Background: an optimization exercise with open tools, aiming at small area. Do not read the settings as production practice.
Power and IR drop assume default switching activity.

## hsv_cycle_core
module hsv_cycle_core (
    input  wire        clk,
    input  wire        rst,           
    input  wire        cmd_valid,
    output wire        cmd_ready,
    input  wire [63:0] cmd_data,
    output wire        rsp_valid,
    input  wire        rsp_ready,
    output wire [63:0] rsp_data,
    output wire        chw_valid,
    input  wire        chw_ready,
    output wire [17:0] chw_data
);
    localparam [3:0] S_IDLE = 4'd0;
    localparam [3:0] S_STEP = 4'd1;    
    localparam [3:0] S_FILL = 4'd2;    
    localparam [3:0] S_DIV  = 4'd3;    
    localparam [3:0] S_LD   = 4'd4;    
    localparam [3:0] S_MUL  = 4'd5;    
    localparam [3:0] S_D1   = 4'd6;    
    localparam [3:0] S_D2   = 4'd7;    
    localparam [3:0] S_RHO  = 4'd8;    
    localparam [3:0] S_DR   = 4'd9;    
    localparam [3:0] S_DQ   = 4'd10;   
    localparam [3:0] S_CLP  = 4'd11;   
    localparam [3:0] S_SH   = 4'd12;   
    localparam [3:0] S_ACC  = 4'd13;   
    localparam [3:0] S_CHW  = 4'd14;   
    localparam [3:0] S_RSP  = 4'd15;   
    reg [3:0]  st;
    reg [4:0]  cnt;
    reg [4:0]  ph;                
    reg [1:0]  ch;
    reg        wph;               
    reg        fresh;             
    reg        post;              
    reg [1:0]  code;
    reg        inited;
    reg [2:0]  err;               
    reg [31:0] seed;              
    reg [8:0]  hue;
    reg [2:0]  stepc;
    reg [2:0]  speed;
    reg [7:0]  sat;
    reg [7:0]  val;
    reg [31:0] P;
    reg [7:0]  r8;                
    reg [7:0]  C;
    reg [2:0]  region;
    reg [2:0]  S;
    reg        cy;
    reg [1:0]  kc;
    reg        bw;
    wire [3:0] op      = cmd_data[63:60];
  ...
Size: ~990 cells after synthesis, roughly 150 flip-flops, roughly 150 I/O pins, about 9400 um^2 of cells after synthesis.
Settings: LEC_CHECK=0, CAP_MARGIN=20, CORE_MARGIN=2, CORE_UTILIZATION=40, CTS_BUF_LIST=sky130_fd_sc_hd__clkbuf_8, SLEW_MARGIN=20; clock period 120.0 ns.
standard.sh (not shown) runs the stock make flow with config.mk's settings and CLKGATE_MAP_FILE= SYNTH_SCRIPT=/design/flow/synth_recipe.tcl, a recipe that flattens the netlist after the stock synthesis.
==> flow/flow/run.sh <==
#!/bin/bash
# The standard layout (standard.sh, unchanged synthesis and steps) with two
# settings of its own:
#  - port buffers: buf_1 instead of the default choice (every input and output
#    port still gets its own buffer);
#  - clock tree: clkbuf_8 buffers, no dummy loads.
# Each tool's output is in standard.log (and ORFS's per-step logs under orfs/logs).
set -o pipefail
export BUFFER_PORTS_ARGS="-buffer_cell sky130_fd_sc_hd__buf_1"
export CTS_ARGS="-sink_clustering_enable -repair_clock_nets -buf_list sky130_fd_sc_hd__clkbuf_16 -dont_use_dummy_load -sink_clustering_size 40 -sink_clustering_max_diameter 200 -sink_buffer_max_cap_derate 1.0"
bash standard.sh > standard.log 2>&1
The baseline finished clean.
==> next run, changes <==
==> flow/run.sh (new file) <==
#!/bin/bash
# synth_recipe.tcl (not shown) runs the flow's synth.tcl, then flattens the netlist and writes it again
# the make line also repeats each setting of config.mk as NAME=value (left out here)
make -C /OpenROAD-flow-scripts/flow DESIGN_CONFIG=/design/flow/config.mk WORK_HOME=/design/flow/orfs CLKGATE_MAP_FILE= SYNTH_SCRIPT=/design/flow/synth_recipe.tcl finish
removed: flow/flow/run.sh
removed: flow/standard.sh
Via count is about the same.
Utilization went up by 3.7 points.
Sequential cell count does not change.
Final area rises by about 8%.
Routed wire length increases by 2.1%.
Function was not checked in any run of this note: the RTL went through the layout flow alone.


## before
Another version of the RTL of hsv_cycle_core (not shown whole).
For scale: ~150 flip-flops, roughly 10000 µm² of cells after synthesis.
clock: 120.0 ns
lec_check: 0
cap_margin: 20
core_margin: 2
core_utilization: 40
cts_buf_list: sky130_fd_sc_hd__clkbuf_8
slew_margin: 20
run.sh (not shown) runs the stock make flow with config.mk's settings and CLKGATE_MAP_FILE= SYNTH_SCRIPT=/design/flow/synth_recipe.tcl, a recipe that flattens the netlist after the stock synthesis.
Stock flow here: none of the scripts above is used.
before finished all stages; the layout is clean.
Input-level comparison between after and before:
- CTS_CLUSTER_SIZE: unset -> 40
- CTS_BUF_LIST: sky130_fd_sc_hd__clkbuf_8 -> unset
- CTS_CLUSTER_DIAMETER: unset -> 200
==> comparison <==
On leakage power of the design: between after and before, it ends up higher for after.
after and before ended up with roughly the same via count of the routed design.
after has net switching power figure above what before had.
In the tables for after and before, final design area excluding fillers reads higher with after.
Of after and before, it is after that has the higher post-route core utilization.
after falls short of before in overall power after layout.
Function was not checked in any run of this note: the RTL went through the layout flow alone.

separate check: timing with driven ports:
No port has a modelled driver above. Below, the same layouts with a new extraction and two added sets of constraints. Step 1 assumes that a clkbuf_16 drives the clock port and a buf_2 every other input. Step 2 moves the port delays by t, midway between the first and last clock arrival at a register: inputs arrive t later, outputs are due t later. That takes back most of the time a late clock gives input paths. Three values: no drivers, after step 1, after step 2; two values: the first two.
run | t (ns) | slack for setup (ns) | hold WS [ns] | worst register clock-pin slew, ns | worst data-port slew with drivers (ns)
the first run of note 1 | 0.463 | 90.669 / 90.692 / 90.229 | 0.305 / 0.305 / 0.305 | 0.07 / 0.07 | 0.05
the second run of note 1 | 0.504 | 90.358 / 90.371 / 89.867 | 0.309 / 0.309 / 0.309 | 0.11 / 0.11 | 0.06
before | 0.509 | 90.911 / 90.935 / 90.426 | 0.324 / 0.324 / 0.324 | 0.10 / 0.10 | 0.05
after | 0.476 | 90.879 / 90.904 / 90.428 | 0.319 / 0.319 / 0.319 | 0.07 / 0.07 | 0.05
After both steps every run listed still meets setup and hold. For the second run of note 1, which loses most, drivers alone change the setup slack by +0.013 ns; drivers and shift together by -0.491 ns.
